What follows belongs to an exercise in optimizing a design on an open flow for small area, a short achievable clock period and few clock cycles per item; a production flow would make more cautious choices.
Function was checked by simulation only, so behaviour that the tests miss may differ from the original.
Power figures rest on the tool's default switching activity, not on a simulated workload.

$ cat flow/standard.sh
#!/bin/bash
# synth_recipe.tcl (not shown) runs the flow's synth.tcl, then flattens the netlist and writes it again
# the make line also repeats each setting of config.mk as NAME=value (left out here)
make -C /OpenROAD-flow-scripts/flow DESIGN_CONFIG=/design/flow/config.mk WORK_HOME=/design/flow/orfs CLKGATE_MAP_FILE= SYNTH_SCRIPT=/design/flow/synth_recipe.tcl "${@:-finish}"
$ cat flow/config.mk
export PLATFORM = sky130hd
export DESIGN_NAME = tfv_frontend
export DESIGN_NICKNAME = tfv_frontend
export VERILOG_FILES = /design/flow/design.v
export SDC_FILE = /design/flow/constraint.sdc
export NUM_CORES = 4
export LEC_CHECK = 0
export ABC_AREA = 1
export CAP_MARGIN = 20
export CORE_MARGIN = 2
export CORE_UTILIZATION = 50
export CTS_CLUSTER_DIAMETER = 150
export CTS_CLUSTER_SIZE = 20
export SETUP_SLACK_MARGIN = 3.1
export SLEW_MARGIN = 20
$ cat flow/design.v
module tfv_frontend (
    input              clk,
    input              rst,             
    input              start,           
    input              clear,           
    input      [7:0]   codec_sel,       
    input      [1:0]   transport_sel,   
    input      [31:0]  buf_len,         
    output             mem_req,
    output     [10:0]  mem_addr,
    input              mem_gnt,
    input      [7:0]   mem_rdata,
    output     [1:0]   state,           
    output     [3:0]   err_code,
    output     [7:0]   err_detail,
    output     [31:0]  err_offset,
    output     [63:0]  err_expected,
    output     [63:0]  err_actual,
    output     [15:0]  crc_result,
    output     [7:0]   rec_count,
    output     [31:0]  rec_size,
    output             dg_valid,
    output     [15:0]  dg_packet_id,
    output     [7:0]   dg_seq_id,
    output     [15:0]  dg_decl_len,
    output     [119:0] dev_id
);
    localparam [1:0] ST_IDLE = 2'd0, ST_BUSY = 2'd1, ST_OK = 2'd2, ST_ERR = 2'd3;
    localparam [3:0] E_INVALID_PARAM = 4'd1, E_TOO_SHORT = 4'd2, E_LENGTH = 4'd3,
                     E_PREAMBLE = 4'd4, E_CHECKSUM = 4'd5, E_MARKER = 4'd6,
                     E_DEVID_LEN = 4'd7, E_CODEC = 4'd8, E_REC_COUNT = 4'd9;
    localparam [2:0] K_NONE  = 3'd0,
                     K_LEN   = 3'd1,    
                     K_PRE   = 3'd2,    
                     K_CODEC = 3'd3,    
                     K_N1    = 3'd4,    
                     K_N2    = 3'd5,    
                     K_IDL   = 3'd6,    
                     K_LAST  = 3'd7;    
    reg [1:0]   st;
    reg         nerr;          
    reg         nok;           
    reg         ndg;           
    reg [7:0]   codec_r;
    reg [1:0]   tr_r;
    reg [11:0]  nx;            
    wire        dg = tr_r[0];
    reg         rq;
    reg [10:0]  ra;            
    reg         pre;           
    reg         dv;            
    reg [2:0]   dk;            
    reg         dc;            
    reg [143:0] srn;           
    wire [143:0] sr = ~srn;
    reg [15:0]  crc;
    reg [7:0]   n1;
    reg         cm;            
    reg         nm;            
    reg [10:0]  q;
    reg [7:0]   rm;
    reg [3:0]   dcnt;
    reg         dact;
    reg         ep;            
    reg         ep2;           
    reg         ra11;          
    reg  [1:0]  kc;            
    reg         n2ne;          
    reg         tz;            
    reg         fin;           
    reg         cbad;          
    reg [3:0]   code;
    reg [1:0]   sub;           
    reg [1:0]   det;           
    function [15:0] crc8;
        input [15:0] c;
        input [7:0]  b;
        reg   [7:0]  t;
        reg          p;
        begin
            t    = c[7:0] ^ b;
            p    = ^t;
            crc8 = {8'h00, c[15:8]} ^ {2'b00, t, 6'd0} ^ {1'b0, t, 7'd0} ^ {p, p, 13'd0, p};
        end
    endfunction
    wire in_codec_ok = (codec_sel == 8'h08) || (codec_sel == 8'h8E) || (codec_sel == 8'h10);
    wire in_n_big    = (buf_len > 32'd2048);
    wire in_short    = transport_sel[0] ? (buf_len < 32'd2) : (buf_len < 32'd8);
    wire in_dg_pre   = (buf_len[11:0] >= 12'd26);
    wire take_start  = (st != ST_BUSY) && start && !clear;
    wire take_clear  = (st != ST_BUSY) && clear;
    wire [10:0] ra_inc = ra + 11'd1;
    reg  [10:0] ra_nx;
    reg         rq_last;
    reg  [2:0]  rk;
    always @* begin
        ra_nx   = ra_inc;
        rq_last = 1'b0;
        rk      = K_NONE;
        if (!dg) begin
            if (ra == 11'd7) ra_nx = 11'd0;
            if (ra == 11'd3) ra_nx = 11'd8;
            rq_last = (ra == nx[10:0]);
            if (ra == 11'd7)      rk = K_LEN;
            else if (ra == 11'd3) rk = K_PRE;
            else if (ra == 11'd8) rk = K_CODEC;
            else if (ra == 11'd9) rk = K_N1;
            else if (rq_last)     rk = K_LAST;
        end else if (pre) begin
            if (ra == 11'd23)      begin ra_nx = 11'd24;             rk = K_CODEC; end
            else if (ra == 11'd24) begin ra_nx = nx[10:0] + 11'd1;   rk = K_N1; end
            else                   begin ra_nx = 11'd0;              rk = K_N2; end
        end else begin
            case (ra[4:0])
            5'd1: ra_nx = 11'd4;
            5'd4: ra_nx = 11'd6;
            5'd7: ra_nx = 11'd2;
            5'd3: ra_nx = 11'd5;
            5'd5: ra_nx = 11'd8;
            default: ;
            endcase
            rq_last = (ra == 11'd22) || (ra == 11'd1 && nx < 12'd21);
            if (ra == 11'd1)       rk = K_LEN;
            else if (ra == 11'd4)  rk = K_PRE;
            else if (ra == 11'd7)  rk = K_IDL;
            else if (ra == 11'd22) rk = K_LAST;
        end
    end
    wire take = rq && mem_gnt;
    wire        proc  = (st == ST_BUSY) && dv && !ep && !fin;
    wire [7:0]  rd    = mem_rdata;
    wire [31:0] low   = {sr[23:0], rd};
    wire [12:0] nm11  = {1'b0, nx} - 13'd11;
    wire        len_eq = dg ? (low[15:0] == {4'd0, nx})
                            : (!nm11[12] && low == {20'd0, nm11[11:0]});
    wire [8:0]  dsh   = {rm, q[10]};
    wire        dfit  = dsh >= {1'b0, n1};
    wire [8:0]  dsub  = dsh - {1'b0, n1};
    wire        plen_lt3 = dg ? (nx < 12'd24) : (nx < 12'd14);
    wire        cb_now   = !dg && !(tz && low[15:0] == crc);
    wire        n2_bad   = !dg && !cm && n2ne;
    wire        fe_cb    = fin ? cbad : cb_now;
    wire        fe_nm    = fin ? nm : (nm || n2_bad);
    reg         fe_ok;
    reg  [3:0]  fe_code;
    reg  [1:0]  fe_sub;
    always @* begin
        fe_ok   = 1'b0;
        fe_code = 4'd0;
        fe_sub  = 2'd0;
        if (fe_cb) begin
            fe_code = E_CHECKSUM;
        end else if (plen_lt3) begin
            fe_code = E_TOO_SHORT; fe_sub = 2'd2;
        end else if (cm) begin
            fe_code = E_CODEC;
        end else if (fe_nm) begin
            fe_code = E_REC_COUNT;
        end else if (n1 == 8'd0) begin
            if (q != 11'd0) begin
                fe_code = E_REC_COUNT; fe_sub = 2'd1;
            end else
                fe_ok = 1'b1;
        end else if (rm != 8'd0) begin
            fe_code = E_REC_COUNT; fe_sub = 2'd2;
        end else
            fe_ok = 1'b1;
    end
    wire [10:0] pbase = dg ? 11'd23 : 11'd8;
    reg  [11:0] nk;
    always @* begin
        case (kc)
        2'd0:    nk = 12'h001;    
        2'd1:    nk = 12'h002;    
        2'd2:    nk = 12'hFFD;    
        default: nk = 12'hFFC;    
        endcase
    end
    wire [11:0] nadd  = nx + nk;
    wire [11:0] nr    = {ra11, ra};    
    wire [1:0]  plen2 = dg ? nx[1:0] - 2'd1 : nx[1:0] + 2'd1;
    wire [32:0] lexp  = {1'b0, dg ? 16'd0 : sr[31:16], sr[15:0]} + (dg ? 33'd2 : 33'd12);
    reg [10:0] off;
    reg [32:0] exp_v;
    reg [31:0] act_v;
    always @* begin
        off   = 11'd0;
        exp_v = 33'd0;
        act_v = sr[31:0];
        case (code)
        E_INVALID_PARAM: begin
            exp_v = (sub == 2'd3) ? 33'd2048 : 33'd0;
            if (sub == 2'd1) act_v = {24'd0, codec_r};
            if (sub == 2'd2) act_v = {30'd0, tr_r};
        end
        E_TOO_SHORT: begin
            if (sub == 2'd2) begin
                off = pbase; exp_v = 33'd3; act_v = {30'd0, plen2};
            end else begin
                exp_v = (sub == 2'd1) ? 33'd23 : dg ? 33'd2 : 33'd8;
                act_v = {20'd0, nr};
            end
        end
        E_LENGTH: begin
            off = dg ? 11'd0 : 11'd4; exp_v = sr[64:32]; act_v = {20'd0, nr};
        end
        E_CHECKSUM: begin
            off = ra; exp_v = {17'd0, crc};
        end
        E_MARKER: begin
            off = 11'd4; exp_v = 33'd1; act_v = {24'd0, sr[7:0]};
        end
        E_DEVID_LEN: begin
            off = 11'd6; exp_v = 33'd15; act_v = {16'd0, sr[15:0]};
        end
        E_CODEC: begin
            off = pbase; exp_v = {25'd0, codec_r}; act_v = {24'd0, rm};
        end
        E_REC_COUNT: begin
            if (sub == 2'd0) begin
                off = ra; exp_v = {25'd0, n1}; act_v = {24'd0, rm};
            end else begin
                off = pbase + 11'd2;
                act_v = (sub == 2'd1) ? {21'd0, q} : {24'd0, rm};
            end
        end
        default: ;
        endcase
    end
    always @(posedge clk) begin
        dv <= take;
        if (take) begin
            ra <= ra_nx;
            dk <= rk;
            dc <= !dg && (ra >= 11'd11) && !rq_last;
            if (dg && pre && ra != 11'd23 && ra != 11'd24)
                pre <= 1'b0;
            if (rq_last)
                rq <= 1'b0;
        end
        if (dact && st == ST_BUSY) begin
            rm   <= dfit ? dsub[7:0] : dsh[7:0];
            q    <= {q[9:0], dfit};
            dcnt <= dcnt - 4'd1;
            if (dcnt == 4'd0)
                dact <= 1'b0;
        end
        if (rst) begin
            st   <= ST_IDLE;
            nerr <= 1'b1;
            nok  <= 1'b1;
            ndg  <= 1'b1;
            rq   <= 1'b0;
            ra   <= 11'd0;
            code <= 4'd0;
            det  <= 2'd0;
            crc  <= 16'd0;
        end else if (st != ST_BUSY) begin
            if (take_clear) begin
                st   <= ST_IDLE;
                nerr <= 1'b1;
                nok  <= 1'b1;
                ndg  <= 1'b1;
                ra   <= 11'd0;
                code <= 4'd0;
                det  <= 2'd0;
                crc  <= 16'd0;
            end else if (take_start) begin
                st      <= ST_BUSY;
                nerr    <= 1'b1;
                nok     <= 1'b1;
                ndg     <= 1'b1;
                codec_r <= codec_sel;
                tr_r    <= transport_sel;
                nx      <= buf_len[11:0] - (transport_sel[0] ? 12'd2 : 12'd1);
                srn[31:0] <= ~buf_len;    
                crc     <= 16'd0;
                cm      <= 1'b0;
                nm      <= 1'b0;
                fin     <= 1'b0;
                dact    <= 1'b0;
                q       <= buf_len[10:0] - (transport_sel[0] ? 11'd26 : 11'd15);
                ep      <= 1'b1;
                ep2     <= 1'b0;
                kc      <= {1'b0, transport_sel[0]};
                rq      <= 1'b0;
                sub     <= 2'd0;
                det     <= 2'd0;
                if (!in_codec_ok) begin
                    code <= E_INVALID_PARAM; sub <= 2'd1; det <= 2'd1;
                end else if (transport_sel[1]) begin
                    code <= E_INVALID_PARAM; sub <= 2'd2; det <= 2'd2;
                end else if (in_n_big) begin
                    code <= E_INVALID_PARAM; sub <= 2'd3; det <= 2'd3;
                end else if (in_short) begin
                    code <= E_TOO_SHORT;
                end else begin
                    code <= 4'd0;
                    ep   <= 1'b0;
                    rq   <= 1'b1;
                end
                if (!transport_sel[0]) begin
                    ra <= 11'd4; pre <= 1'b0;
                end else if (in_dg_pre) begin
                    ra <= 11'd23; pre <= 1'b1;
                end else begin
                    ra <= 11'd0; pre <= 1'b0;
                end
            end
        end else begin
            if (ep2) begin
                st        <= ST_ERR;
                nerr      <= 1'b0;
                ra        <= off;
                srn[64:0] <= ~{exp_v, act_v};
            end else if (ep) begin
                ep2        <= 1'b1;
                ra         <= nadd[10:0];
                ra11       <= nadd[11];
                srn[64:32] <= ~lexp;
            end else if (fin) begin
                if (!dact) begin
                    if (fe_ok) begin
                        st <= ST_OK; nok <= 1'b0; ndg <= !dg; ra <= 11'd0;
                    end else begin
                        ep <= 1'b1;
                    end
                    code <= fe_code;
                    sub  <= fe_sub;
                    if (fe_code == E_CHECKSUM)
                        kc <= 2'd2;
                    else if (fe_code == E_REC_COUNT && fe_sub == 2'd0)
                        kc <= dg ? 2'd0 : 2'd3;
                end
            end else if (proc) begin
                srn <= {srn[135:0], ~rd};
                n2ne <= (sr[23:16] != n1);
                tz   <= (sr[15:0] == 16'd0);
                if (dc)
                    crc <= crc8(crc, sr[23:16]);
                case (dk)
                K_LEN: begin
                    if (!len_eq) begin
                        code <= E_LENGTH; ep <= 1'b1; rq <= 1'b0;
                    end else if (dg && nx < 12'd21) begin
                        code <= E_TOO_SHORT; sub <= 2'd1; ep <= 1'b1; rq <= 1'b0;
                    end
                end
                K_PRE: begin
                    if (dg ? (rd != 8'd1) : (low != 32'd0)) begin
                        code <= dg ? E_MARKER : E_PREAMBLE; ep <= 1'b1; rq <= 1'b0;
                    end
                end
                K_IDL: begin
                    if (low[15:0] != 16'd15) begin
                        code <= E_DEVID_LEN; ep <= 1'b1; rq <= 1'b0;
                    end
                end
                K_CODEC: begin
                    if (rd != codec_r) begin
                        cm <= 1'b1; rm <= rd;
                    end
                end
                K_N1: begin
                    n1 <= rd;
                    if (rd != 8'd0 && !cm) begin
                        dact <= 1'b1; rm <= 8'd0; dcnt <= 4'd10;
                    end
                end
                K_N2: begin
                    if (!cm && rd != n1) begin
                        nm <= 1'b1; rm <= rd; dact <= 1'b0;
                    end
                end
                K_LAST: begin
                    cbad <= cb_now;
                    if (n2_bad) begin
                        nm <= 1'b1; rm <= sr[31:24]; dact <= 1'b0;
                    end
                    if (dact && !n2_bad) begin
                        fin <= 1'b1;
                    end else begin
                        if (fe_ok) begin
                            st <= ST_OK; nok <= 1'b0; ndg <= !dg; ra <= 11'd0;
                        end else begin
                            ep <= 1'b1;
                        end
                        code <= fe_code;
                        sub  <= fe_sub;
                        if (fe_code == E_CHECKSUM)
                        kc <= 2'd2;
                    else if (fe_code == E_REC_COUNT && fe_sub == 2'd0)
                        kc <= dg ? 2'd0 : 2'd3;
                    end
                end
                default: ;
                endcase
            end
        end
    end
    assign mem_req      = rq;
    assign mem_addr     = ra;
    assign state        = st;
    assign err_code     = code;
    assign err_detail   = {6'd0, det};
    assign err_offset   = {21'd0, ra};
    assign err_expected = {31'd0, !nerr ? sr[64:32] : 33'd0};
    assign err_actual   = {32'd0, !nerr ? sr[31:0] : 32'd0};
    assign crc_result   = crc;
    assign rec_count    = !nok ? n1 : 8'd0;
    assign rec_size     = !nok ? {21'd0, q} : 32'd0;
    assign dg_valid     = !ndg;
    assign dg_packet_id = !ndg ? sr[143:128] : 16'd0;
    assign dg_seq_id    = !ndg ? sr[127:120] : 8'd0;
    assign dg_decl_len  = !ndg ? {5'd0, nx[10:0]} : 16'd0;
    assign dev_id       = !ndg ? sr[119:0] : 120'd0;
endmodule
$ cat flow/flow/run.sh
#!/bin/bash
export BUFFER_PORTS_ARGS="-buffer_cell sky130_fd_sc_hd__buf_1"
bash standard.sh > standard.log 2>&1
$ cat flow/constraint.sdc
create_clock -name core_clock -period 6.0 [get_ports {clk}]
set_input_delay 1.2000 -clock core_clock [delete_from_list [all_inputs] [get_ports {clk}]]
set_output_delay 1.2000 -clock core_clock [all_outputs]
set_load 0.01 [all_outputs]
==> results of run 1 <==
[logic make-up after synthesis]
family	count (synthesis)	share of synthesized area, %
AND/OR/NAND/NOR	1238	27.5
buffers and inverters	507	13.1
AO/OA/AOI/OAI	473	15.2
flip-flops	256	37.0
XOR/XNOR	91	4.23
adder cells (fa/ha/maj)	43	2.99
other	1	0.0197
[what timing repair did]
item / CTS / global route
cloned: 6 / 2
setup endpoints to repair: 406 / 203
pin swaps: 3 / 7
resized for setup: 31 / 32
setup buffers: 21 / 31
[routing by layer]
layer  share of wire [%]  vias to the layer above  GRT usage (%)
li1                    -                     9104              -
met1                  39                     9682           53.3
met2                  44                     1497           61.8
met3                  12                      229           7.04
met4                 4.8                        0           15.1
met5                   0                        -              0
[cells in the final DEF (no fill, tap or decap), types with 12 or more instances in the layout]
cell,instances
sky130_fd_sc_hd__nand2_1,498
sky130_fd_sc_hd__inv_2,17
sky130_fd_sc_hd__xnor2_1,30
sky130_fd_sc_hd__nand3_1,114
sky130_fd_sc_hd__o21ai_0,159
sky130_fd_sc_hd__edfxtp_1,191
sky130_fd_sc_hd__nand4_1,42
sky130_fd_sc_hd__dfxtp_1,60
sky130_fd_sc_hd__nor2_4,16
sky130_fd_sc_hd__nor3_1,53
sky130_fd_sc_hd__buf_4,58
sky130_fd_sc_hd__buf_1,332
sky130_fd_sc_hd__a21oi_1,132
sky130_fd_sc_hd__ha_1,37
sky130_fd_sc_hd__nand2_2,12
sky130_fd_sc_hd__conb_1,116
sky130_fd_sc_hd__a22oi_1,21
sky130_fd_sc_hd__nor2_1,456
sky130_fd_sc_hd__o22ai_1,25
sky130_fd_sc_hd__o211ai_1,23
sky130_fd_sc_hd__xor2_1,60
sky130_fd_sc_hd__clkbuf_16,19
sky130_fd_sc_hd__o221ai_1,36
sky130_fd_sc_hd__inv_1,242
[path summary, 6_finish.rpt]
| check | end | cells after the start | startpoint |
|---|---|---|---|
| hold reg to reg | srn[134] | 0 | srn[126] |
| hold / removal | srn[134] | 0 | srn[126] |
| setup reg to reg | srn[52] | 14 | tr_r[0] |
| setup / recovery | srn[115] | 6 | rst |
[through the flow]
step | cells | area [sq um]
2_1_floorplan | 2724 | 19500
3_3_place_gp | 3350 | 20000
3_5_place_dp | 3352 | 20100
4_1_cts | 3407 | 21000
5_1_grt | 3440 | 21300
6_report | 3440 | 21300
[power by group through the flow]
stage / Sequential (W) / Clock (W) / Combinational (W)
floorplan: 0.00227 / 0 / 0.00139
global placement: 0.00248 / 0 / 0.00174
detailed placement: 0.00247 / 0 / 0.00178
CTS: 0.00241 / 0.00119 / 0.00187
global route: 0.00243 / 0.00124 / 0.00214
finish: 0.00242 / 0.00118 / 0.00197
[worst reg2reg max path, stage by stage, from the launching register on]
cell,delay (ns)
sky130_fd_sc_hd__edfxtp_1,0.48
sky130_fd_sc_hd__bufinv_16,0.25
sky130_fd_sc_hd__ha_4,0.30
sky130_fd_sc_hd__nand3_1,0.07
sky130_fd_sc_hd__nand3_1,0.10
sky130_fd_sc_hd__nand2_1,0.11
sky130_fd_sc_hd__nor2_4,0.16
sky130_fd_sc_hd__inv_1,0.10
sky130_fd_sc_hd__nor2_4,0.15
sky130_fd_sc_hd__nand3_2,0.12
sky130_fd_sc_hd__nor2_1,0.28
sky130_fd_sc_hd__nand3b_1,0.15
sky130_fd_sc_hd__xor2_1,0.17
sky130_fd_sc_hd__nor2_1,0.11
sky130_fd_sc_hd__o21ai_0,0.08
[final cells by class]
cell class                 instances  area (sq um)
fill                            3734         16200
timing repair buffer             412          2000
tap                              511           639
clock buffer                      28           488
sequential                       256          7050
inverter                         266          1040
timing repair inverter             5          38.8
multi-input combinational       1962         10100
==> out/qor_table.md, run 1 <==
| Stage | Quantity | Reported |
|---|---|---|
| clocking | Maximum number of buffers from clock root to sink | 3 |
| sta | Final Slew Violations | 0 |
| sta | Worst Skew | 0.0339 ns |
| logic synthesis | Async SR Flop Fraction | 0% |
| outcome | Result of the run | finished clean |
| sta | Final count of hold timing violations | 0 |
| drt | Total vias in the final route | 20500 |
| logic synthesis | Proportion of synthesized chip area in sequential cells | 37.0% |
| clocking | H-tree depth | 1 |
| global routing | Overflow left after global routing | 0 |
| sta | Worst Setup Slack, final | 3.06 ns |
| logic synthesis | Number of synthesis warnings | 1 |
| logic synthesis | Number of library cell types mapped by synthesis | 71 |
| logic synthesis | Syn Area/Cell | 7.28 sq um |
| power | Proportion of power drawn by the clock network | 21.2% |
| placement | Setup WS pre-CTS | 2.12 ns |
| clocking | Cell at the root of the clock tree | sky130_fd_sc_hd__clkbuf_16 |
| logic synthesis | Top cell type by total area after synthesis | sky130_fd_sc_hd__edfxtp_1 |
| worst setup path | Most used cell, CP | sky130_fd_sc_hd__buf_4 |
| clocking | Number of clock sinks seen by CTS | 256 |
| worst setup path | Critical path's slowest cell | sky130_fd_sc_hd__inv_1 |
| global routing | Via count of the first global-routing pass | 17700 |
| worst setup path | Slack of the worst reg-to-reg path | 3.14 ns |
| global routing | First-pass GRT wire length | 114 mm |
| global routing | Pin count of the biggest net entering global routing | 63 |
| sta | RSZ-0062 raised after global routing | yes |
| drt | DRC viols | 0 |
| power | Switching share of power | 41.0% |
| logic synthesis | Post-synth EDFFs | 191 |
| worst setup path | Critical path peak fanout | 24 |
| layout | Util after Layout | 56.8% |
| hold path | Class of the worst hold path | reg2reg |
| power | Lkg Pwr | 8.42 nW |
| layout | Synthesis-to-layout area growth | 12.3% |
| drt | DRC violation total after the first TritonRoute iteration | 2607 |
| worst setup path | Crit-path cells | buf_1 -> buf_4 -> inv_1 -> nand3_2 -> clkinvlp_4 -> buf_4 |
| worst setup path | Worst path top cell family by delay | buffers and inverters |
| floorplanning | Horizontal die dimension | 199 microns |
| sta | Setup-failing EPs final | 0 |
| power | Peak supply drop | 0.000193 V |
| sta | Worst hold slack across all endpoints | 0.454 ns |
| clocking | Later-pin clock latency in the skew report | 0.53 ns |
| drt | Antenna-violating nets left | 0 |
| placement | Weighted congestion reported at the end of routability-driven placement | 1.05 |
| global routing | Total Routing Usage GR | 39.1% |
| clocking | CTS Hold Buffers Added | 0 |
| power | Internal power contribution | 0.00329 W |
| sta | Tcrit/Tclk final | 49.0% |
| power | Power share of the sequential group | 43.4% |
| placement | Detailed Place HPWL | 61.3 mm |
| floorplanning | Full die area | 0.0396 sq mm |
| drt | Average wire per standard cell | 23.7 microns |
| logic synthesis | Commonest cells in the synthesized netlist | sky130_fd_sc_hd__nand2_1, sky130_fd_sc_hd__nor2_1, sky130_fd_sc_hd__inv_1, sky130_fd_sc_hd__edfxtp_1, sky130_fd_sc_hd__o21ai_0 |
| sta | Worst-margin pin slew | 1.03 ns |
| power | Switching power of the nets | 0.00229 W |
| drt | Post-DR vias/cell | 5.96 |
| drt | Pre-antenna DRT Iters | 9 |
| layout | Fraction of final layout cells with drive strength greater than 1 | 6.96% |
| logic synthesis | Share of the synthesized area in the top cell type | 30.2% |
| worst setup path | CP required | 6.19 ns |
| floorplanning | IO Count | 458 |
| global routing | Number of antenna violations at the first check in global routing | 0 |
| sta | Total negative slack | 0 ns |
| sta | Relative slew margins | 30.6% |
| floorplanning | Starting utilization of the core area | 50.6% |
| drt | Detailed Route WL | 81.5 mm |
| worst setup path | Worst path max stage delay | 0.55 ns |
| worst setup path | Crit path capture type | flip-flop |
| placement | Count of input and output buffers | 341 |
| floorplanning | CORE AREA | 0.0376 sq mm |
| power | Power density of the placed cells | 261 mW/mm^2 |
| logic synthesis | Synth Flop Type | sky130_fd_sc_hd__edfxtp_1 |
| power | Total power consumption of the routed design | 0.00558 W |
| logic synthesis | Most numerous cell in the Yosys netlist | sky130_fd_sc_hd__nand2_1 |
| worst setup path | Crit path launch type | input port |
| clocking | Number of CTS-inserted buffers | 16 |
| logic synthesis | Largest cells by area after synthesis | sky130_fd_sc_hd__edfxtp_1, sky130_fd_sc_hd__nand2_1, sky130_fd_sc_hd__nor2_1 |
| layout | Net count reported at finish | 3017 |
| clocking | CTS tree | built |
| worst setup path | Data arrival time of the critical path | 3.13 ns |
| logic synthesis | Total standard cell area after synthesis | 0.0190 sq mm |
| floorplanning | Number of standard-cell rows in the floorplan | 71 |
| power | Relative contribution of combinational cells to total power | 35.3% |
| layout | Antenna diode count | 0 |
| logic synthesis | Mapped Cells | 2609 |
| logic synthesis | Number of synthesized register bits | 256 |
| floorplanning | Die Y | 199 microns |
| flow run | Max-capacitance violation count | 0 |
| sta | Time the worst path needs with I/O delays and setup | 2.94 ns |
| clocking | CTS clock-pin slew for the worst setup and hold paths | 0.08 ns |
| worst setup path | Kind of critical path | in2reg |
| sta | Maximum clock rate | 0.340 GHz |
| worst setup path | Buffer and inverter count on the worst path | 5 |
Testbench counts, summed over its fixed seeds: cycles 62,792, frames 384.
==> inputs of run 2 (changes only) <==
--- a/flow/config.mk
+++ b/flow/config.mk
@@ -8,8 +8,8 @@
 export ABC_AREA = 1
 export CAP_MARGIN = 20
 export CORE_MARGIN = 2
-export CORE_UTILIZATION = 50
+export CORE_UTILIZATION = 40
 export CTS_CLUSTER_DIAMETER = 150
-export CTS_CLUSTER_SIZE = 20
+export CTS_CLUSTER_SIZE = 16
 export SETUP_SLACK_MARGIN = 3.1
 export SLEW_MARGIN = 20
==> run 2 against run 1 <==
Flip-flop and latch count stayed put. Clock power is 8% higher. Synthesized area unchanged. Wire length is 2.4% higher. Largest power group unchanged.
==> out/qor_table.md, run 2 <==
| Stage | Quantity | Reported |
|---|---|---|
| logic synthesis | Share of the synthesized area in the top cell type | 30.2% |
| logic synthesis | Number of synthesized register bits | 256 |
| clocking | Number of clock sinks seen by CTS | 256 |
| worst setup path | Data arrival time of the critical path | 3.33 ns |
| worst setup path | Critical path peak fanout | 24 |
| floorplanning | Die Y | 222 microns |
| logic synthesis | Async SR Flop Fraction | 0% |
| drt | Total vias in the final route | 20200 |
| layout | Leading cell types in the layout, fill and taps excluded | sky130_fd_sc_hd__nand2_1, sky130_fd_sc_hd__nor2_1, sky130_fd_sc_hd__buf_1, sky130_fd_sc_hd__inv_1, sky130_fd_sc_hd__edfxtp_1 |
| global routing | Total Routing Usage GR | 31.8% |
| logic synthesis | Total standard cell area after synthesis | 0.0190 sq mm |
| floorplanning | Starting utilization of the core area | 40.6% |
| placement | Number of placed cells counting well taps | 3449 |
| hold path | HP Start | srn[121] |
| worst setup path | CP required | 6.44 ns |
| clocking | CTS tree | built |
| layout | Post-layout instance count excluding filler cells | 3530 |
| clocking | CTS Hold Buffers Added | 0 |
| drt | DRC violation total after the first TritonRoute iteration | 2746 |
| drt | Detailed Route WL | 83.4 mm |
| worst setup path | Critical Path Start | rst |
| sta | Worst-margin pin slew | 1.09 ns |
| sta | Final count of hold timing violations | 0 |
| logic synthesis | Commonest cells in the synthesized netlist | sky130_fd_sc_hd__nand2_1, sky130_fd_sc_hd__nor2_1, sky130_fd_sc_hd__inv_1, sky130_fd_sc_hd__edfxtp_1, sky130_fd_sc_hd__o21ai_0 |
| clocking | Cell at the root of the clock tree | sky130_fd_sc_hd__clkbuf_16 |
| layout | Most common cell after layout, fill and taps aside | sky130_fd_sc_hd__nand2_1 |
| logic synthesis | Syn Area/Cell | 7.28 sq um |
| outcome | Result of the run | finished clean |
| placement | Count of input and output buffers | 341 |
| placement | Total placed instance area | 0.0202 sq mm |
| power | Peak supply drop | 0.000205 V |
| clocking | Maximum number of buffers from clock root to sink | 3 |
| global routing | Pin count of the biggest net entering global routing | 62 |
| hold path | Class of the worst hold path | reg2reg |
| sta | Setup-failing EPs final | 0 |
| global routing | Via count of the first global-routing pass | 17400 |
| sta | Total negative slack | 0 ns |
| sta | Maximum clock rate | 0.346 GHz |
| logic synthesis | Synth Flop Type | sky130_fd_sc_hd__edfxtp_1 |
| placement | Detailed Place HPWL | 62.4 mm |
| sta | Relative slew margins | 27.5% |
| global routing | Number of antenna violations at the first check in global routing | 1 |
| sta | Tcrit/Tclk final | 48.2% |
| sta | Worst Setup Slack, final | 3.11 ns |
| placement | Setup WS pre-CTS | 2.24 ns |
| floorplanning | Horizontal die dimension | 222 microns |
| global routing | First-pass GRT wire length | 117 mm |
| flow run | Max-capacitance violation count | 0 |
| drt | Post-DR vias/cell | 5.73 |
| drt | Average wire per standard cell | 23.6 microns |
| sta | Final Slew Violations | 0 |
| global routing | Overflow left after global routing | 0 |
| logic synthesis | Post-synth EDFFs | 191 |
| worst setup path | Kind of critical path | in2reg |
| clocking | Later-pin clock latency in the skew report | 0.56 ns |
| power | Lkg Pwr | 8.34 nW |
| worst setup path | Worst R2R Start | tr_r[0] |
| placement | Weighted congestion reported at the end of routability-driven placement | 0.977 |
| logic synthesis | Most numerous cell in the Yosys netlist | sky130_fd_sc_hd__nand2_1 |
| sta | RSZ-0062 raised after global routing | yes |
| layout | Net count reported at finish | 3008 |
| layout | Antenna diode count | 0 |
| floorplanning | Full die area | 0.0493 sq mm |
| logic synthesis | Top cell type by total area after synthesis | sky130_fd_sc_hd__edfxtp_1 |
| clocking | H-tree depth | 1 |
| logic synthesis | Number of library cell types mapped by synthesis | 71 |
| clocking | CTS clock-pin slew for the worst setup and hold paths | 0.08 ns |
| global routing | Met2 layer usage reported by global route | 50.5% |
| worst setup path | Crit path launch type | input port |
| floorplanning | CORE AREA | 0.0468 sq mm |
| layout | Final instance area | 0.0214 sq mm |
| logic synthesis | Mapped Cells | 2609 |
| drt | Pre-antenna DRT Iters | 8 |
| logic synthesis | Largest cells by area after synthesis | sky130_fd_sc_hd__edfxtp_1, sky130_fd_sc_hd__nand2_1, sky130_fd_sc_hd__nor2_1 |
| global routing | Layer with the highest usage | met2 |
| sta | Worst Skew | 0.0436 ns |
| global routing | Met3 layer usage reported by global route | 5.94% |
| global routing | Met1 Usage GRT | 44.1% |
| logic synthesis | Proportion of synthesized chip area in sequential cells | 37.0% |
| layout | Fraction of final layout cells with drive strength greater than 1 | 6.74% |
| layout | Synthesis-to-layout area growth | 12.5% |
| sta | Time the worst path needs with I/O delays and setup | 2.89 ns |
| worst setup path | Crit path capture type | flip-flop |
| drt | DRC viols | 0 |
| clocking | Number of CTS-inserted buffers | 19 |
| power | Power density of the placed cells | 265 mW/mm^2 |
| logic synthesis | Number of synthesis warnings | 1 |
| floorplanning | IO Count | 458 |
| drt | Antenna-violating nets left | 0 |
| floorplanning | Number of standard-cell rows in the floorplan | 79 |
## run 2: cell counts after synthesis
No cell type changed its count.
## run 2: metal layers
metal | vias to the layer above | routed length, microns
met3 | 194 | 8890
li1 | 9086 | -
met2 | 1385 | 37500
met1 | 9559 | 34300
met5 | - | 14
met4 | 2 | 2770
## run 2: cell type report
class                           count  area, sq um
Inverter                          266         1030
Clock buffer                       33          528
Tap cell                          607          759
Timing Repair Buffer              404         1930
Sequential cell                   256         7050
Timing Repair inverter              2         15.0
Fill cell                        4831        25400
Clock inverter                      1         8.76
Multi-Input combinational cell   1961        10100
## run 2: cell families after synthesis
| group | Yosys count | synth area share, % |
|---|---|---|
| other cells | 1 | 0.0197 |
| buf+inv | 507 | 13.1 |
| flops | 256 | 37.0 |
| xor+xnor | 91 | 4.23 |
| compound gates | 473 | 15.2 |
| simple gates | 1238 | 27.5 |
| fa+ha+maj | 43 | 2.99 |
## run 2: metrics by stage
step | utilization [%] | power [W] | hold WS [ns]
5_1_grt | 45.7 | 0.00591 | 0.456
4_1_cts | 45.0 | 0.00558 | 0.453
2_1_floorplan | - | 0.00365 | 0.427
3_5_place_dp | 43.2 | 0.00427 | 0.436
6_report | 45.7 | 0.00567 | 0.455
3_3_place_gp | 43.1 | 0.00425 | 0.434
## run 2: timing repair
item                                    in CTS  in global routing
pin swaps                                    1                  9
resized for setup                           27                 40
cloned                                       2                  1
hold endpoints to repair                     0                  0
endpoints found under the setup margin     436                323
buffers inserted                            23                 21
## run 2: where the power goes
part           total [W]  internal, W  leakage (nW)  switching (W)
sequential       0.00243      0.00210          2.26       0.000329
clock            0.00128     0.000603         0.255       0.000674
combinational    0.00196     0.000615          5.83        0.00134
total            0.00567      0.00332          8.34        0.00235
## run 2: worst max-delay path: stages
cell	delay (ns)
sky130_fd_sc_hd__buf_1	0.07
sky130_fd_sc_hd__buf_4	0.23
sky130_fd_sc_hd__nor2_4	0.19
sky130_fd_sc_hd__inv_1	0.15
sky130_fd_sc_hd__a2111oi_4	0.76
sky130_fd_sc_hd__o2111ai_4	0.43
sky130_fd_sc_hd__o211ai_1	0.21
sky130_fd_sc_hd__nand2_1	0.07
## run 2: final timing paths
| kind | slack, ns | to | depth (start not counted) |
|---|---|---|---|
| max | 3.11 | rm[7] | 8 |
| min | 0.46 | srn[129] | 0 |
| max reg2reg | 3.11 | srn[52] | 15 |
| min reg2reg | 0.46 | srn[129] | 0 |
==> inputs of run 3 (changes only) <==
--- a/flow/config.mk
+++ b/flow/config.mk
@@ -11,5 +11,5 @@
 export CORE_UTILIZATION = 40
 export CTS_CLUSTER_DIAMETER = 150
 export CTS_CLUSTER_SIZE = 16
-export SETUP_SLACK_MARGIN = 3.1
+export SETUP_SLACK_MARGIN = 3.15
 export SLEW_MARGIN = 20
==> run 3 against run 2 <==
Setup slack gained 0.020 ns. Non-clock buffer count increased by 21. Die area unchanged. Sequential share of layout area down 0.40 points. Final cell count up 0.59%. Largest power group unchanged. Largest cell class unchanged. Global-route usage rose by 0.21 points. Clock skew rose by 0.00093 ns. Critical endpoint is now rm[3]. Wire length rose by 0.84%. Cell area grew 1.3%. Synthesized area did not move. Flip-flop and latch count unchanged. Combinational power about the same.
==> out/qor_table.md, run 3 <==
| Stage | Quantity | Reported |
|---|---|---|
| global routing | Layer with the highest usage | met2 |
| power | Relative contribution of combinational cells to total power | 34.8% |
| worst setup path | Slack of the worst reg-to-reg path | 3.19 ns |
| worst setup path | Data arrival time of the critical path | 3.35 ns |
| sta | Worst-margin pin slew | 0.838 ns |
| sta | Total negative slack | 0 ns |
| clocking | Maximum number of buffers from clock root to sink | 3 |
| worst setup path | Endpoint of the worst-slack reg-to-reg timing path | srn[44] |
| placement | Number of placed cells counting well taps | 3449 |
| power | Peak supply drop | 0.000205 V |
| sta | Tcrit/Tclk final | 47.9% |
| layout | Antenna diode count | 0 |
| clocking | Number of clock sinks seen by CTS | 256 |
| drt | Antenna-violating nets left | 0 |
| worst setup path | Critical path peak fanout | 8 |
| layout | Most common cell after layout, fill and taps aside | sky130_fd_sc_hd__nand2_1 |
| logic synthesis | Share of the synthesized area in the top cell type | 30.2% |
| logic synthesis | Syn Area/Cell | 7.28 sq um |
| placement | Count of input and output buffers | 341 |
| global routing | Met3 layer usage reported by global route | 6.11% |
| power | Switching share of power | 41.3% |
| flow run | Max-capacitance violation count | 0 |
| power | Internal power contribution | 0.00333 W |
| drt | DRC viols | 0 |
| layout | Fraction of final layout cells with drive strength greater than 1 | 7.91% |
| clocking | CTS tree | built |
| floorplanning | CORE AREA | 0.0468 sq mm |
| worst setup path | Crit path launch type | input port |
| power | Lkg Pwr | 8.47 nW |
| logic synthesis | Top cell type by total area after synthesis | sky130_fd_sc_hd__edfxtp_1 |
| floorplanning | Die Y | 222 microns |
| sta | Maximum clock rate | 0.348 GHz |
| layout | Leading cell types in the layout, fill and taps excluded | sky130_fd_sc_hd__nand2_1, sky130_fd_sc_hd__nor2_1, sky130_fd_sc_hd__buf_1, sky130_fd_sc_hd__inv_1, sky130_fd_sc_hd__edfxtp_1 |
| layout | Post-layout instance count excluding filler cells | 3551 |
| floorplanning | Horizontal die dimension | 222 microns |
| logic synthesis | Number of library cell types mapped by synthesis | 71 |
| drt | DRC violation total after the first TritonRoute iteration | 2589 |
| global routing | Pin count of the biggest net entering global routing | 62 |
| logic synthesis | Most numerous cell in the Yosys netlist | sky130_fd_sc_hd__nand2_1 |
| logic synthesis | Proportion of synthesized chip area in sequential cells | 37.0% |
| logic synthesis | Synth Flop Type | sky130_fd_sc_hd__edfxtp_1 |
| sta | RSZ-0062 raised after global routing | yes |
| placement | Detailed Place HPWL | 62.4 mm |
| floorplanning | Starting utilization of the core area | 40.6% |
| layout | Synthesis-to-layout area growth | 13.9% |
| drt | Post-DR vias/cell | 5.74 |
| drt | Pre-antenna DRT Iters | 6 |
| sta | Final count of hold timing violations | 0 |
| outcome | Result of the run | finished clean |
| floorplanning | Number of standard-cell rows in the floorplan | 79 |
| logic synthesis | Mapped Cells | 2609 |
| logic synthesis | Number of synthesis warnings | 1 |
| global routing | Total Routing Usage GR | 32.0% |
| worst setup path | CP required | 6.48 ns |
| worst setup path | Worst R2R Start | tr_r[0] |
| floorplanning | Full die area | 0.0493 sq mm |
| clocking | Cell at the root of the clock tree | sky130_fd_sc_hd__clkbuf_16 |
| logic synthesis | Total standard cell area after synthesis | 0.0190 sq mm |
| global routing | Number of antenna violations at the first check in global routing | 2 |
| logic synthesis | Number of synthesized register bits | 256 |
| global routing | Overflow left after global routing | 0 |
| floorplanning | IO Count | 458 |
| logic synthesis | Largest cells by area after synthesis | sky130_fd_sc_hd__edfxtp_1, sky130_fd_sc_hd__nand2_1, sky130_fd_sc_hd__nor2_1 |
| drt | Detailed Route WL | 84.1 mm |
| hold path | Cells on Worst Hold Path | 0 |
| sta | Setup-failing EPs final | 0 |
| power | Power density of the placed cells | 262 mW/mm^2 |
| clocking | Number of CTS-inserted buffers | 19 |
| worst setup path | Number of cells traversed by the worst register-to-register path | 16 |
| global routing | Via count of the first global-routing pass | 17500 |
| hold path | WHS Endpoint | srn[133] |
| worst setup path | Kind of critical path | in2reg |
| logic synthesis | Async SR Flop Fraction | 0% |
| sta | Final Slew Violations | 0 |
| worst setup path | Crit path capture type | flip-flop |
| layout | Net count reported at finish | 3029 |
| drt | Average wire per standard cell | 23.7 microns |
| clocking | Later-pin clock latency in the skew report | 0.56 ns |
| logic synthesis | Post-synth EDFFs | 191 |
| global routing | Met2 layer usage reported by global route | 50.8% |
| global routing | First-pass GRT wire length | 118 mm |
| logic synthesis | Commonest cells in the synthesized netlist | sky130_fd_sc_hd__nand2_1, sky130_fd_sc_hd__nor2_1, sky130_fd_sc_hd__inv_1, sky130_fd_sc_hd__edfxtp_1, sky130_fd_sc_hd__o21ai_0 |
| sta | Time the worst path needs with I/O delays and setup | 2.87 ns |
| placement | Weighted congestion reported at the end of routability-driven placement | 0.977 |
| power | Power share of the sequential group | 42.8% |
| global routing | Met1 Usage GRT | 44.3% |
| hold path | HP Start | srn[125] |
| hold path | Class of the worst hold path | reg2reg |
| sta | Worst Skew | 0.0445 ns |
| power | Switching power of the nets | 0.00235 W |
| drt | Total vias in the final route | 20400 |
| clocking | H-tree depth | 1 |
| power | Proportion of power drawn by the clock network | 22.4% |
| clocking | CTS clock-pin slew for the worst setup and hold paths | 0.08 ns |
| sta | Relative slew margins | 44.1% |
run 3: cell types whose count changed in the layout (fill, tap and decap cells not counted), moves of 3 or more:
| cell | before | now |
|---|---|---|
| sky130_fd_sc_hd__buf_4 | 48 | 65 |
| sky130_fd_sc_hd__nand2_2 | 11 | 14 |
| sky130_fd_sc_hd__buf_2 | 3 | 6 |
| sky130_fd_sc_hd__inv_1 | 238 | 235 |
| sky130_fd_sc_hd__nand2_1 | 499 | 496 |
run 3: kinds of logic (layout without fill, tap and decap cells):
| kind of cell | count (synthesis) | count (layout) | share of synthesized area [%] |
|---|---|---|---|
| compound gates | 473 | 473 | 15.2 |
| xor+xnor | 91 | 91 | 4.23 |
| fa+ha+maj | 43 | 43 | 2.99 |
| buf+inv | 507 | 727 | 13.1 |
| flops | 256 | 256 | 37.0 |
| other cells | 1 | 116 | 0.0197 |
| simple gates | 1238 | 1238 | 27.5 |
run 3: worst max-delay path, stage by stage:
cell,delay [ns]
sky130_fd_sc_hd__buf_1,0.07
sky130_fd_sc_hd__buf_4,0.19
sky130_fd_sc_hd__clkinvlp_4,0.15
sky130_fd_sc_hd__buf_4,0.12
sky130_fd_sc_hd__nand2_1,0.04
sky130_fd_sc_hd__nand4_1,0.08
sky130_fd_sc_hd__nor2_1,0.05
sky130_fd_sc_hd__nand2_1,0.13
sky130_fd_sc_hd__nand2_1,0.13
sky130_fd_sc_hd__o31ai_1,0.49
sky130_fd_sc_hd__inv_1,0.28
sky130_fd_sc_hd__o21ai_0,0.22
sky130_fd_sc_hd__nand2_1,0.12
sky130_fd_sc_hd__o21ai_0,0.08
run 3: per-layer routing:
layer	vias up	part of all wire, %
li1	9137	-
met1	9729	41
met2	1314	45
met3	193	10
met4	2	3.6
met5	-	0.019
run 3: cell type report:
cell class / count / area, sq um
clock buffers: 33 / 528
clock inverters: 1 / 8.76
fillers: 4807 / 25100
inverters: 266 / 1040
multi-input cells: 1961 / 10100
flip-flops and latches: 256 / 7050
well taps: 607 / 759
repair buffers: 425 / 2140
repair inverters: 2 / 15.0
run 3: worst max-delay path by stage:
stage / endpoint / depth (start not counted) / slack (ns) / startpoint
2_1_floorplan: dact / 7 / 2.96 / rst
3_3_place_gp: flip-flop / 9 / 2.10 / clear
3_5_place_dp: srn[66] / 6 / 2.24 / rst
4_1_cts: n2ne / 5 / 3.12 / rst
5_1_grt: ra[8] / 12 / 3.05 / st[0]
6_report: rm[3] / 14 / 3.13 / mem_rdata[6]
run 3: through the flow:
stage / worst slack [ns] / instance area, sq um / utilization, % / hold slack, ns / power, W
6_report: 3.13 / 21700 / 46.3 / 0.455 / 0.00568
3_3_place_gp: 2.10 / 20200 / 43.1 / 0.434 / 0.00425
4_1_cts: 3.12 / 21100 / 45.2 / 0.453 / 0.00559
2_1_floorplan: 2.96 / 19500 / - / 0.427 / 0.00365
3_5_place_dp: 2.24 / 20200 / 43.2 / 0.436 / 0.00427
5_1_grt: 3.05 / 21700 / 46.3 / 0.456 / 0.00593
run 3: power by group through the flow:
stage                     combinational (W)  sequential (W)  clock, W
after detailed placement            0.00179         0.00248         0
after global routing                0.00215         0.00244   0.00134
after global placement              0.00177         0.00248         0
after CTS                           0.00189         0.00241   0.00129
final                               0.00198         0.00243   0.00127
after floorplan                     0.00139         0.00227         0
run 3: timing repair:
action	CTS	global route
gates cloned	2	3
resized for setup	39	50
buffers inserted	26	37
pin swaps	1	9
hold buffers	0	0
setup endpoints to repair	460	257
==> inputs of run 4 (changes only) <==
--- a/flow/config.mk
+++ b/flow/config.mk
@@ -10,6 +10,6 @@
 export CORE_MARGIN = 2
 export CORE_UTILIZATION = 40
 export CTS_CLUSTER_DIAMETER = 150
-export CTS_CLUSTER_SIZE = 16
+export CTS_CLUSTER_SIZE = 24
 export SETUP_SLACK_MARGIN = 3.15
 export SLEW_MARGIN = 20
==> run 4 against run 3 <==
Final cell count shrank 0.25%. Sequential share of layout area grew 0.15 points. Flip-flop and latch count is the same. Synthesized cell count is the same. Worst hold slack gained 0.0031 ns. Global-route usage is essentially flat. Non-clock buffer count grew 1. Cell area shrank 0.43%. Critical endpoint is now dg_decl_len[1]. Largest power group unchanged.
==> out/qor_table.md, run 4 <==
| Stage | Quantity | Reported |
|---|---|---|
| drt | DRC violation total after the first TritonRoute iteration | 2656 |
| outcome | Result of the run | finished clean |
| worst setup path | Slack of the worst reg-to-reg path | 3.21 ns |
| worst setup path | CP required | 4.80 ns |
| worst setup path | Kind of critical path | reg2out |
| floorplanning | Full die area | 0.0493 sq mm |
| power | Power density of the placed cells | 256 mW/mm^2 |
| logic synthesis | Total standard cell area after synthesis | 0.0190 sq mm |
| floorplanning | Number of standard-cell rows in the floorplan | 79 |
| flow run | Max-capacitance violation count | 0 |
| clocking | H-tree depth | 1 |
| logic synthesis | Top cell type by total area after synthesis | sky130_fd_sc_hd__edfxtp_1 |
| placement | Detailed Place HPWL | 62.4 mm |
| clocking | Maximum number of buffers from clock root to sink | 3 |
| drt | Average wire per standard cell | 23.6 microns |
| sta | Worst Skew | 0.0492 ns |
| drt | DRC viols | 0 |
| layout | Net count reported at finish | 3025 |
| worst setup path | Data arrival time of the critical path | 1.65 ns |
| global routing | Pin count of the biggest net entering global routing | 62 |
| sta | Maximum clock rate | 0.351 GHz |
| logic synthesis | Largest cells by area after synthesis | sky130_fd_sc_hd__edfxtp_1, sky130_fd_sc_hd__nand2_1, sky130_fd_sc_hd__nor2_1 |
| power | Proportion of power drawn by the clock network | 20.0% |
| drt | Antenna-violating nets left | 0 |
| power | Power share of the sequential group | 44.0% |
| logic synthesis | Number of synthesis warnings | 1 |
| sta | RSZ-0062 raised after global routing | yes |
| sta | Setup-failing EPs final | 0 |
| worst setup path | Worst R2R Start | tr_r[0] |
| global routing | Overflow left after global routing | 0 |
| drt | Detailed Route WL | 83.6 mm |
| drt | Pre-antenna DRT Iters | 6 |
| logic synthesis | Async SR Flop Fraction | 0% |
| drt | Post-DR vias/cell | 5.73 |
| hold path | HP Start | srn[70] |
| global routing | Number of antenna violations at the first check in global routing | 1 |
| power | Internal power contribution | 0.00322 W |
| global routing | Via count of the first global-routing pass | 17500 |
| clocking | CTS clock-pin slew for the worst setup and hold paths | 0.10 ns |
| layout | Antenna diode count | 0 |
| drt | Total vias in the final route | 20300 |
| layout | Fraction of final layout cells with drive strength greater than 1 | 8.01% |
| sta | Tcrit/Tclk final | 47.4% |
| sta | Worst-margin pin slew | 0.786 ns |
| placement | Count of input and output buffers | 341 |
| clocking | Cell at the root of the clock tree | sky130_fd_sc_hd__clkbuf_16 |
| logic synthesis | Mapped Cells | 2609 |
| floorplanning | CORE AREA | 0.0468 sq mm |
| logic synthesis | Number of library cell types mapped by synthesis | 71 |
| sta | Relative slew margins | 47.2% |
| logic synthesis | Synth Flop Type | sky130_fd_sc_hd__edfxtp_1 |
| power | Peak supply drop | 0.000160 V |
| sta | Total negative slack | 0 ns |
| power | Switching share of power | 41.7% |
| drt | Sum of routed wire segments on met1 | 34.4 mm |
| hold path | Class of the worst hold path | reg2reg |
| floorplanning | IO Count | 458 |
| drt | Routed wire length on met2 | 37.8 mm |
| logic synthesis | Syn Area/Cell | 7.28 sq um |
| worst setup path | Crit path capture type | primary output |
| clocking | Later-pin clock latency in the skew report | 0.54 ns |
| power | Lkg Pwr | 8.42 nW |
| layout | Leading cell types in the layout, fill and taps excluded | sky130_fd_sc_hd__nand2_1, sky130_fd_sc_hd__nor2_1, sky130_fd_sc_hd__buf_1, sky130_fd_sc_hd__inv_1, sky130_fd_sc_hd__edfxtp_1 |
| clocking | Number of CTS-inserted buffers | 14 |
| layout | Synthesis-to-layout area growth | 13.5% |
| clocking | CTS tree | built |
| worst setup path | Critical path peak fanout | 6 |
| floorplanning | Starting utilization of the core area | 40.6% |
| drt | Top Metal Used | met5 |
| power | Relative contribution of combinational cells to total power | 36.0% |
| floorplanning | Horizontal die dimension | 222 microns |
| global routing | First-pass GRT wire length | 118 mm |
| worst setup path | Critical Path Start | nx[1] |
| logic synthesis | Number of synthesized register bits | 256 |
| sta | Final Slew Violations | 0 |
| logic synthesis | Commonest cells in the synthesized netlist | sky130_fd_sc_hd__nand2_1, sky130_fd_sc_hd__nor2_1, sky130_fd_sc_hd__inv_1, sky130_fd_sc_hd__edfxtp_1, sky130_fd_sc_hd__o21ai_0 |
| logic synthesis | Proportion of synthesized chip area in sequential cells | 37.0% |
| power | Switching power of the nets | 0.00230 W |
| logic synthesis | Share of the synthesized area in the top cell type | 30.2% |
| placement | Weighted congestion reported at the end of routability-driven placement | 0.977 |
| sta | Time the worst path needs with I/O delays and setup | 2.85 ns |
| layout | Util after Layout | 46.1% |
| global routing | Total Routing Usage GR | 32.0% |
| logic synthesis | Most numerous cell in the Yosys netlist | sky130_fd_sc_hd__nand2_1 |
| worst setup path | Crit path launch type | flip-flop |
| sta | Worst hold slack across all endpoints | 0.458 ns |
| floorplanning | Die Y | 222 microns |
| logic synthesis | Post-synth EDFFs | 191 |
| sta | Final count of hold timing violations | 0 |
| clocking | Number of clock sinks seen by CTS | 256 |
| drt | Met3 layer wire length in the routed design | 8.74 mm |
| layout | Most common cell after layout, fill and taps aside | sky130_fd_sc_hd__nand2_1 |
[run 4: changes by cell type in the layout (fill, tap and decap cells not counted), moves of 2 or more]
cell,before,now
sky130_fd_sc_hd__clkbuf_1,14,7
sky130_fd_sc_hd__clkbuf_16,22,16
sky130_fd_sc_hd__nand3_1,115,113
sky130_fd_sc_hd__nand3_2,7,9
sky130_fd_sc_hd__dfxtp_1,58,56
sky130_fd_sc_hd__dfxtp_2,5,7
[run 4: timing repair]
| action | 4_1_cts | 5_1_grt |
|---|---|---|
| pin swaps | 2 | 10 |
| endpoints found under the setup margin | 461 | 247 |
| gates cloned | 3 | 1 |
| hold buffers | 0 | 0 |
| buffers inserted | 29 | 36 |
| resized for setup | 39 | 56 |
[run 4: kinds of logic after synthesis]
kind of cell	after synthesis	share of synthesized area, %
other cells	1	0.0197
buf+inv	507	13.1
flops	256	37.0
compound gates	473	15.2
xor+xnor	91	4.23
fa+ha+maj	43	2.99
simple gates	1238	27.5
[run 4: worst paths after layout]
check,cells after the start,endpoint
hold / removal,0,srn[78]
setup reg to reg,19,srn[60]
setup / recovery,3,dg_decl_len[1]
hold reg to reg,0,srn[78]
[run 4: worst max-delay path: stages, from the launching register on]
cell,delay (ns)
sky130_fd_sc_hd__edfxtp_1,0.54
sky130_fd_sc_hd__clkinvlp_4,0.28
sky130_fd_sc_hd__nor2_1,0.13
sky130_fd_sc_hd__buf_1,0.16
[run 4: power by group through the flow]
stage,registers [W],logic [W],clock network [W]
detailed placement,0.00248,0.00179,0
global route,0.00244,0.00216,0.00118
global placement,0.00248,0.00177,0
CTS,0.00241,0.00189,0.00113
floorplan,0.00227,0.00139,0
finish,0.00243,0.00199,0.00110
[run 4: area by class of cell]
cell class,count,area [sq um]
timing repair buffer,426,2140
tap,607,759
sequential,256,7050
clock inverter,1,8.76
timing repair inverter,2,15.0
clock buffer,23,415
inverter,266,1040
fill,4808,25200
multi-input combinational,1961,10100
[run 4: routing by layer]
metal,track usage (%),vias to the layer above
met5,0,-
met1,44.7,9670
met3,5.58,172
met4,8.67,2
li1,-,9109
met2,51.0,1330
[run 4: through the flow]
step	area, sq um	instances	setup slack (ns)	power (W)
after global placement	20200	3448	2.10	0.00425
after global routing	21600	3542	3.05	0.00577
after floorplan	19500	2724	2.96	0.00365
after detailed placement	20200	3449	2.24	0.00427
after CTS	21100	3505	3.14	0.00543
final	21600	3542	3.15	0.00552
==> inputs of run 5 (changes only) <==
--- a/flow/config.mk
+++ b/flow/config.mk
@@ -10,6 +10,6 @@
 export CORE_MARGIN = 2
 export CORE_UTILIZATION = 40
 export CTS_CLUSTER_DIAMETER = 150
-export CTS_CLUSTER_SIZE = 24
+export CTS_CLUSTER_SIZE = 20
 export SETUP_SLACK_MARGIN = 3.15
 export SLEW_MARGIN = 20
==> run 5 against run 4 <==
Synthesized cell count is the same. Die area is the same. Critical path depth is the same. Largest cell class unchanged.
==> out/qor_table.md, run 5 <==
| Stage | Quantity | Reported |
|---|---|---|
| sta | Relative slew margins | 48.1% |
| worst setup path | Crit path launch type | flip-flop |
| global routing | Via count of the first global-routing pass | 17500 |
| drt | Pre-antenna DRT Iters | 6 |
| logic synthesis | Total standard cell area after synthesis | 0.0190 sq mm |
| logic synthesis | Share of the synthesized area in the top cell type | 30.2% |
| sta | Time the worst path needs with I/O delays and setup | 2.84 ns |
| worst setup path | Data arrival time of the critical path | 1.64 ns |
| outcome | Result of the run | finished clean |
| logic synthesis | Proportion of synthesized chip area in sequential cells | 37.0% |
| sta | Worst-margin pin slew | 0.772 ns |
| logic synthesis | Post-synthesis simple-gate area fraction | 27.5% |
| sta | RSZ-0062 raised after global routing | yes |
| logic synthesis | Async SR Flop Fraction | 0% |
| sta | Worst Skew | 0.0523 ns |
| floorplanning | Starting utilization of the core area | 40.6% |
| floorplanning | Horizontal die dimension | 222 microns |
| clocking | Number of CTS-inserted buffers | 16 |
| clocking | Later-pin clock latency in the skew report | 0.56 ns |
| logic synthesis | Adder-cell area share of the yosys netlist | 2.99% |
| global routing | Number of antenna violations at the first check in global routing | 1 |
| logic synthesis | Commonest cells in the synthesized netlist | sky130_fd_sc_hd__nand2_1, sky130_fd_sc_hd__nor2_1, sky130_fd_sc_hd__inv_1, sky130_fd_sc_hd__edfxtp_1, sky130_fd_sc_hd__o21ai_0 |
| clocking | Cell at the root of the clock tree | sky130_fd_sc_hd__clkbuf_16 |
| clocking | Maximum number of buffers from clock root to sink | 3 |
| worst setup path | Critical path peak fanout | 6 |
| floorplanning | IO Count | 458 |
| worst setup path | Kind of critical path | reg2out |
| power | Peak supply drop | 0.000214 V |
| floorplanning | Die Y | 222 microns |
| clocking | CTS tree | built |
| logic synthesis | Synth Flop Type | sky130_fd_sc_hd__edfxtp_1 |
| drt | Detailed Route WL | 84.0 mm |
| drt | Antenna-violating nets left | 0 |
| sta | Final count of hold timing violations | 0 |
| drt | DRC viols | 0 |
| drt | Total vias in the final route | 20500 |
| sta | Tcrit/Tclk final | 47.4% |
| logic synthesis | Mapped Cells | 2609 |
| layout | Net count reported at finish | 3033 |
| clocking | Number of clock sinks seen by CTS | 256 |
| placement | Detailed Place HPWL | 62.4 mm |
| floorplanning | Number of standard-cell rows in the floorplan | 79 |
| layout | Fraction of final layout cells with drive strength greater than 1 | 8.12% |
| global routing | Total Routing Usage GR | 31.9% |
| drt | Average wire per standard cell | 23.6 microns |
| sta | Final Slew Violations | 0 |
| logic synthesis | Compound-gate portion of the synthesized area | 15.2% |
| global routing | Pin count of the biggest net entering global routing | 62 |
| placement | Count of input and output buffers | 341 |
| logic synthesis | Mux share of post-synthesis cell area | 0% |
| worst setup path | CP required | 4.80 ns |
| placement | Number of placed cells counting well taps | 3449 |
| logic synthesis | Top cell type by total area after synthesis | sky130_fd_sc_hd__edfxtp_1 |
| drt | Post-DR vias/cell | 5.77 |
| layout | Most common cell after layout, fill and taps aside | sky130_fd_sc_hd__nand2_1 |
| worst setup path | Crit path capture type | primary output |
| hold path | Class of the worst hold path | reg2reg |
| logic synthesis | Post-synth EDFFs | 191 |
| flow run | Max-capacitance violation count | 0 |
| sta | Setup-failing EPs final | 0 |
| floorplanning | CORE AREA | 0.0468 sq mm |
| logic synthesis | Syn Area/Cell | 7.28 sq um |
| clocking | H-tree depth | 1 |
| floorplanning | Full die area | 0.0493 sq mm |
| sta | Maximum clock rate | 0.352 GHz |
| power | Lkg Pwr | 8.46 nW |
| clocking | CTS clock-pin slew for the worst setup and hold paths | 0.09 ns |
| layout | Antenna diode count | 0 |
| logic synthesis | Number of synthesized register bits | 256 |
| logic synthesis | Number of library cell types mapped by synthesis | 71 |
| placement | Weighted congestion reported at the end of routability-driven placement | 0.977 |
| logic synthesis | Number of synthesis warnings | 1 |
| sta | Total negative slack | 0 ns |
| layout | Leading cell types in the layout, fill and taps excluded | sky130_fd_sc_hd__nand2_1, sky130_fd_sc_hd__nor2_1, sky130_fd_sc_hd__buf_1, sky130_fd_sc_hd__inv_1, sky130_fd_sc_hd__edfxtp_1 |
| sta | Worst hold slack across all endpoints | 0.457 ns |
| power | Power density of the placed cells | 260 mW/mm^2 |
| layout | Synthesis-to-layout area growth | 13.9% |
| global routing | First-pass GRT wire length | 118 mm |
| layout | Post-layout instance count excluding filler cells | 3552 |
| logic synthesis | Post-synthesis xor/xnor area fraction | 4.23% |
| logic synthesis | Dominant combinational cell family by area after synthesis | simple AND/OR/NAND/NOR gates |
| logic synthesis | Most numerous cell in the Yosys netlist | sky130_fd_sc_hd__nand2_1 |
| global routing | Overflow left after global routing | 0 |
| logic synthesis | Largest cells by area after synthesis | sky130_fd_sc_hd__edfxtp_1, sky130_fd_sc_hd__nand2_1, sky130_fd_sc_hd__nor2_1 |
| drt | DRC violation total after the first TritonRoute iteration | 2629 |
run 5: area by class of cell:
cell class / instances / area (sq um)
Tap cell: 607 / 759
Inverter: 266 / 1040
Fill cell: 4811 / 25100
Sequential cell: 256 / 7050
Clock buffer: 28 / 488
Timing Repair inverter: 2 / 15.0
Multi-Input combinational cell: 1961 / 10100
Timing Repair Buffer: 432 / 2170
run 5: report_power, final:
group / total (W) / switching [W] / internal (W)
clock network: 0.00120 / 0.000645 / 0.000559
registers: 0.00243 / 0.000326 / 0.00210
logic: 0.00199 / 0.00136 / 0.000627
total: 0.00562 / 0.00233 / 0.00329
run 5: path summary, 6_finish.rpt:
kind / startpoint / to / slack, ns / depth (start not counted)
worst max-delay path: nx[1] / dg_decl_len[1] / 3.16 / 3
worst min-delay path: srn[70] / srn[78] / 0.46 / 0
worst max register to register: tr_r[0] / srn[64] / 3.19 / 16
worst min register to register: srn[70] / srn[78] / 0.46 / 0
run 5: cells by family after synthesis:
kind of cell	count (synthesis)
compound gates	473
xor+xnor	91
fa+ha+maj	43
buf+inv	507
flops	256
other cells	1
simple gates	1238
run 5: what timing repair did:
item | in CTS | in global routing
gates cloned | 1 | 3
pin swaps | 3 | 8
resized for setup | 35 | 57
hold buffers | 0 | 0
buffers inserted | 27 | 44
setup endpoints to repair | 458 | 256
run 5: critical path, cell delays in order (launching register included):
cell and delay (ns):
sky130_fd_sc_hd__edfxtp_1 0.53, sky130_fd_sc_hd__clkinvlp_4 0.28, sky130_fd_sc_hd__nor2_1 0.13, sky130_fd_sc_hd__buf_1 0.16
run 5: per-stage QoR:
step	util (%)	setup WS [ns]	area [sq um]	total power, W
after floorplan	-	2.96	19500	0.00365
after global placement	43.1	2.10	20200	0.00425
after detailed placement	43.2	2.24	20200	0.00427
after CTS	45.1	3.01	21100	0.00551
after global routing	46.3	3.13	21600	0.00586
final	46.3	3.16	21600	0.00562
run 5: routing by layer:
metal  global-route usage [%]  up-vias  routed length [microns]
li1                         -     9136                        -
met1                     44.9     9763                    34400
met2                     50.6     1389                    37400
met3                     5.05      203                     8960
met4                     9.13        2                     3190
met5                        0        -                       14

==> what the ideal ports hide <==
Ports are ideal in the flow. The routed layouts listed here were re-timed in OpenROAD. Step 1 sets driving cells, clkbuf_16 on the clock port and buf_2 on the other inputs (assumed; they add their load-dependent delay and slew). Step 2 times the ports against the registers' clock, not the clock port: input delays grow and output delays shrink by t, the midpoint of the rising clock arrivals with the driver on. a / b / c = no drivers / after step 1 / after step 2; a / b = the first two.
| run | t, ns | slack for setup (ns) | worst setup path after step 2 | clock arrival spread, ns | cell pins on the clock port's net |
|---|---|---|---|---|---|
| run 1 | 0.578 | 3.062 / 3.033 / 2.525 | input to register | 0.037 / 0.038 | 1 |
| run 2 | 0.596 | 3.106 / 3.052 / 2.548 | input to register | 0.046 / 0.046 | 1 |
| run 3 | 0.601 | 3.126 / 3.094 / 2.569 | input to register | 0.047 / 0.047 | 1 |
| run 4 | 0.578 | 3.153 / 3.091 / 2.649 | input to register | 0.055 / 0.055 | 1 |
| run 5 | 0.588 | 3.158 / 3.097 / 2.696 | input to register | 0.056 / 0.056 | 1 |
After both steps setup and hold are still met in every run listed. The setup slack of run 2, which loses most, moves by -0.054 ns with the drivers and by -0.558 ns with both steps.
